Source: an optimization exercise on an open RTL-to-GDS flow (aim: small area, a short achievable clock period and few clock cycles). Production flows keep margins and buffers that such runs may drop. The RTL was checked by simulation tests, not by an equivalence proof against the original design. Power figures rest on the tool's default switching activity, not on a simulated workload.

==> trial 78: inputs <==
==> flow/design.v (excerpt) <==
module ev3_link (
    input  wire        clk,
    input  wire        rst,
    input  wire        cmd_valid,
    output wire        cmd_ready,
    input  wire [23:0] cmd_word,
    input  wire        rx_en,
    input  wire        ses_wfc,
    output reg         rsp_valid,
    output reg  [15:0] rsp_word
);
export LEC_CHECK = 0
export CAP_MARGIN = 20
export CORE_MARGIN = 2
export CORE_UTILIZATION = 70
export CTS_CLUSTER_DIAMETER = 80
export CTS_CLUSTER_SIZE = 24
export PLACE_DENSITY = 0.8
export SLEW_MARGIN = 20
create_clock -name core_clock -period 10.0 [get_ports {clk}]
standard.sh (not shown) runs the stock make flow with config.mk's settings and CLKGATE_MAP_FILE= SYNTH_SCRIPT=/design/flow/synth_recipe.tcl, a recipe that flattens the netlist after the stock synthesis.
==> flow/flow/run.sh <==
#!/bin/bash
# The standard layout (standard synthesis, floorplan, placement, CTS,
# routing) with changes to how it is made, none to the constraints:
# - the timing repair steps aim at a shorter period than the 10 ns clock
#   (they work until the setup slack reaches SETUP_SLACK_MARGIN);
# - the port buffers are buf_4 cells instead of the delay cells that
#   buffer_ports picks by default;
# - repair may resize a cell to any cell of the same function, not only to
#   one with the same footprint.
# make's full output goes to flow_make.log; ORFS keeps each step's own log
# under orfs/logs/.
set -euo pipefail
bash standard.sh SETUP_SLACK_MARGIN=6.9 MATCH_CELL_FOOTPRINT=0 \
    "BUFFER_PORTS_ARGS=-buffer_cell sky130_fd_sc_hd__buf_4" \
    finish > flow_make.log 2>&1
==> build 14: changes against trial 78 <==
--- a/flow/flow/run.sh
+++ b/flow/flow/run.sh
@@ -8,8 +8,8 @@
 # - repair may resize a cell to any cell of the same function, not only to
 #   one with the same footprint.
 # make's full output goes to flow_make.log; ORFS keeps each step's own log
 # under orfs/logs/.
 set -euo pipefail
-bash standard.sh SETUP_SLACK_MARGIN=6.9 MATCH_CELL_FOOTPRINT=0 \
+bash standard.sh SETUP_SLACK_MARGIN=6.8 MATCH_CELL_FOOTPRINT=0 \
     "BUFFER_PORTS_ARGS=-buffer_cell sky130_fd_sc_hd__buf_4" \
     finish > flow_make.log 2>&1
--- a/flow/config.mk
+++ b/flow/config.mk
@@ -7,8 +7,8 @@
 export LEC_CHECK = 0
 export CAP_MARGIN = 20
 export CORE_MARGIN = 2
 export CORE_UTILIZATION = 70
 export CTS_CLUSTER_DIAMETER = 80
-export CTS_CLUSTER_SIZE = 24
+export CTS_CLUSTER_SIZE = 30
 export PLACE_DENSITY = 0.8
 export SLEW_MARGIN = 20
==> trial 71: changes against trial 78 <==
--- a/flow/design.v
+++ b/flow/design.v
@@ -192,11 +192,11 @@
     wire [7:0] opa  = q_w[15:8];
     wire [7:0] opb  = q_w[7:0];
     reg [7:0] sample [0:SAMPLE_SIZE-1];
     reg [7:0] tx_mem [0:63];
     reg [5:0] tx_rp;
-    reg [7:0] tx_whi, tx_wlo;   
+    reg [5:0] tx_wp;            
     reg [6:0] tx_cnt;           
     reg [7:0] ck_acc;
     reg [7:0] drop_eq;
     reg [7:0] drop_rx;
     reg [1:0] fault;            
@@ -210,33 +210,12 @@
     reg [7:0] smp_rq;           
     wire      bg_active = bg_pay || bg_ck;
     wire      bg_last   = (bg_left == 6'd1);
     wire       tx_empty = (tx_cnt == 7'd0);
     wire       tx_full  = tx_cnt[6];
-    function [7:0] mux64;
-        input [511:0] v;
-        input [5:0]   a;
-        reg   [511:0] t;
-        integer       l, k;
-        begin
-            t = v;
-            for (l = 0; l < 6; l = l + 1)
-                for (k = 0; k < (32 >> l); k = k + 1)
-                    t[k*8 +: 8] = a[l] ? t[(2*k+1)*8 +: 8] : t[(2*k)*8 +: 8];
-            mux64 = t[7:0];
-        end
-    endfunction
-    wire [511:0] tx_flat, smp_flat;
-    genvar gf;
-    generate
-        for (gf = 0; gf < 64; gf = gf + 1) begin : g_flat
-            assign tx_flat[gf*8 +: 8]  = tx_mem[gf];
-            assign smp_flat[gf*8 +: 8] = sample[gf];
-        end
-    endgenerate
-    wire [7:0] tx_head   = mux64(tx_flat, tx_rp);
-    wire [7:0] smp_rdata = mux64(smp_flat, smp_ra);
+    wire [7:0] tx_head  = tx_mem[tx_rp];
+    wire [7:0] smp_rdata = sample[smp_ra];
     wire       eq_push, eq_pop, rx_push, rx_pop;
     wire [7:0] eq_head, rx_head;
     wire [4:0] eq_size, rx_size;
     wire       eq_empty, rx_empty, eq_full, rx_full;
     ev3_cbuf #(.LOG2CAP(4)) u_eq (
@@ -310,19 +289,20 @@
         | ({16{q_k[K_FRMAKE]}} & (lca[3] ? {ST_OK, opc[1:0], lca[2:0], opb[2:0]}
                                          : {ST_BADOPND, 8'h00}))
         | ({16{q_k[K_SBR]}}    & {ST_OK, smp_rdata})
         | ({16{q_k[K_FAULT]}}  & {ST_OK, 6'd0, fault});
     wire [15:0] rsp_next = q_pure ? q_prsp : st_rsp;
-    reg  [7:0] smp_whn, smp_wln;
+    reg  [7:0] smp_whi, smp_wlo;
     wire [7:0] smp_wdata = bg_first ? ~bg_acc : bg_ck ? bg_acc : opb;
     wire       tx_adv    = bg_active || tx_put || sd_start;
+    wire [5:0] tx_wp_next  = rst ? 6'd0 : tx_wp + {5'd0, tx_adv};
     wire [6:0] tx_cnt_next = rst      ? 7'd0 :
                              tx_pop   ? tx_cnt - 7'd1 :
                              tx_put   ? tx_cnt + 7'd1 :
                              sd_start ? tx_cnt + opb[6:0] + 7'd2 : tx_cnt;
     wire       tx_we_next  = sd_start || bg_pay || !tx_cnt_next[6];
-    reg        tx_we;
+    reg  [7:0] tx_whi, tx_wlo;
     wire [7:0] tx_wdata  = bg_pay ? smp_rq :
                            bg_ck  ? bg_acc :
                            q_k[K_SEND] ? sd_frame : opa;
     wire bg_pay_next  = sd_start || (bg_pay && !bg_last);
     wire q_v_next     = blk ? q_v : cmd_valid;
@@ -346,23 +326,17 @@
             q_sdlegal <= i_sdlegal;
             q_wfc  <= ses_wfc;
             q_ra   <= i_ra;
         end
         rsp_word <= rsp_next;
-        if (rst) begin
-            tx_wlo <= 8'd1;
-            tx_whi <= 8'd1;
-        end else if (tx_adv) begin
-            tx_wlo <= {tx_wlo[6:0], tx_wlo[7]};
-            if (tx_wlo[7])
-                tx_whi <= {tx_whi[6:0], tx_whi[7]};
-        end
+        tx_wp    <= tx_wp_next;
         tx_cnt   <= tx_cnt_next;
-        tx_we    <= tx_we_next && !rst;
+        tx_whi   <= tx_we_next ? (8'd1 << tx_wp_next[5:3]) : 8'd0;
+        tx_wlo   <= 8'd1 << tx_wp_next[2:0];
         smp_rq   <= smp_rdata;
-        smp_whn  <= (smp_we_next && !rst) ? ~(8'd1 << smp_wa_next[5:3]) : 8'hFF;
-        smp_wln  <= ~(8'd1 << smp_wa_next[2:0]);
+        smp_whi  <= smp_we_next ? (8'd1 << smp_wa_next[5:3]) : 8'd0;
+        smp_wlo  <= 8'd1 << smp_wa_next[2:0];
         if (sd_start || bg_pay)
             smp_ra <= smp_ra + 6'd1;
         else
             smp_ra <= q_ra_next;
     end
@@ -419,20 +393,20 @@
     end
     genvar gs;
     generate
         for (gs = 0; gs < SAMPLE_SIZE; gs = gs + 1) begin : g_smp
             always @(posedge clk) begin
-                if (!(smp_whn[gs / 8] || smp_wln[gs % 8]))
+                if (smp_whi[gs / 8] && smp_wlo[gs % 8])
                     sample[gs] <= smp_wdata;
             end
         end
     endgenerate
     genvar gt;
     generate
         for (gt = 0; gt < 64; gt = gt + 1) begin : g_tx
             always @(posedge clk) begin
-                if (tx_we && tx_whi[gt / 8] && tx_wlo[gt % 8])
+                if (tx_whi[gt / 8] && tx_wlo[gt % 8])
                     tx_mem[gt] <= tx_wdata;
             end
         end
     endgenerate
 endmodule
--- a/flow/flow/run.sh
+++ b/flow/flow/run.sh
@@ -8,8 +8,8 @@
 # - repair may resize a cell to any cell of the same function, not only to
 #   one with the same footprint.
 # make's full output goes to flow_make.log; ORFS keeps each step's own log
 # under orfs/logs/.
 set -euo pipefail
-bash standard.sh SETUP_SLACK_MARGIN=6.9 MATCH_CELL_FOOTPRINT=0 \
+bash standard.sh SETUP_SLACK_MARGIN=7.0 MATCH_CELL_FOOTPRINT=0 \
     "BUFFER_PORTS_ARGS=-buffer_cell sky130_fd_sc_hd__buf_4" \
     finish > flow_make.log 2>&1
--- a/flow/config.mk
+++ b/flow/config.mk
@@ -5,10 +5,10 @@
 export SDC_FILE = /design/flow/constraint.sdc
 export NUM_CORES = 4
 export LEC_CHECK = 0
 export CAP_MARGIN = 20
 export CORE_MARGIN = 2
-export CORE_UTILIZATION = 70
+export CORE_UTILIZATION = 60
 export CTS_CLUSTER_DIAMETER = 80
 export CTS_CLUSTER_SIZE = 24
-export PLACE_DENSITY = 0.8
+export PLACE_DENSITY = 0.7
 export SLEW_MARGIN = 20
==> qor summary <==
item	trial 71	build 14	trial 78
Status	complete, no violations	complete, no violations	complete, no violations
Depth of the CTS H-tree	3	2	3
Total Routing Usage GR	39.8%	32.6%	34.0%
Critical path depth	9	1	1
Total routed wire length on the met1 layer	76,600 µm	53,300 µm	54,400 µm
Critical Path Sink	rsp_word[0]	rsp_word[1]	rsp_word[3]
Post-DR wirelength/cell	36.8 µm	30.4 µm	31.3 µm
Final net count	4,494	3,684	3,713
HPWL Detailed	134,000 µm	91,500 µm	92,200 µm
Maximum clock frequency	305 MHz	310 MHz	313 MHz
Placeable core area	0.102 mm²	0.0866 mm²	0.0866 mm²
Count of flip-flops and latches	1,504	1,499	1,499
Comb_multi_in	2,418	1,871	1,871
Clock power share	32.2%	28.2%	31.0%
Router iterations before antenna repair	14	7	6
Proportion of final cell area spent on non-clock buffers	4.99%	2.03%	2.35%
Max VDD drop	157 µV	154 µV	190 µV
Met3 track utilization from global routing	14.0%	4.97%	4.76%
Count of cells resized by post-cts repair	384	75	101
Worst slew margin	26.7%	22.8%	32.2%
Register-to-Register Path Depth	9	8	9
Required time of the critical path	10.60 ns	8.00 ns	8.00 ns
Distinct cell type count of the synthesized netlist	90	83	83
Clk_skew	0.0476 ns	0.0282 ns	0.0187 ns
Testbench counts of trial 78, summed over its fixed seeds: cycles 19,362.
Testbench counts of build 14, summed over its fixed seeds: cycles 19,362.
Testbench counts of trial 71, summed over its fixed seeds: cycles 19,362.

re-timing with driven ports:
The results above use ideal ports. As a check the final layouts listed here were re-extracted and re-timed, cells and wires unchanged. Step 1, drivers: a clkbuf_16 drives clk and a buf_2 each remaining input, both assumed. Step 2, shift: input delay + t, output delay - t, t = (earliest + latest rising clock arrival at the registers) / 2. This alone moves slack from input paths to output paths. Slacks: ideal / step 1 / step 2; pairs: ideal / step 1.
| run | t, ns | setup slack, ns | worst hold slack (ns) | worst setup path after step 2 | pins driven straight from the clock port |
|---|---|---|---|---|---|
| trial 78 | 0.732 | 6.806 / 6.733 / 6.151 | 0.475 / 0.475 / 0.475 | input to register | 1 |
| build 14 | 0.746 | 6.777 / 6.705 / 6.185 | 0.479 / 0.479 / 0.479 | input to register | 1 |
| trial 71 | 0.782 | 6.716 / 6.688 / 6.197 | 0.475 / 0.475 / 0.475 | input to register | 1 |
After both steps setup and hold are still met in every run listed. For trial 78, which loses most, drivers alone change the setup slack by -0.073 ns; drivers and shift together by -0.655 ns.
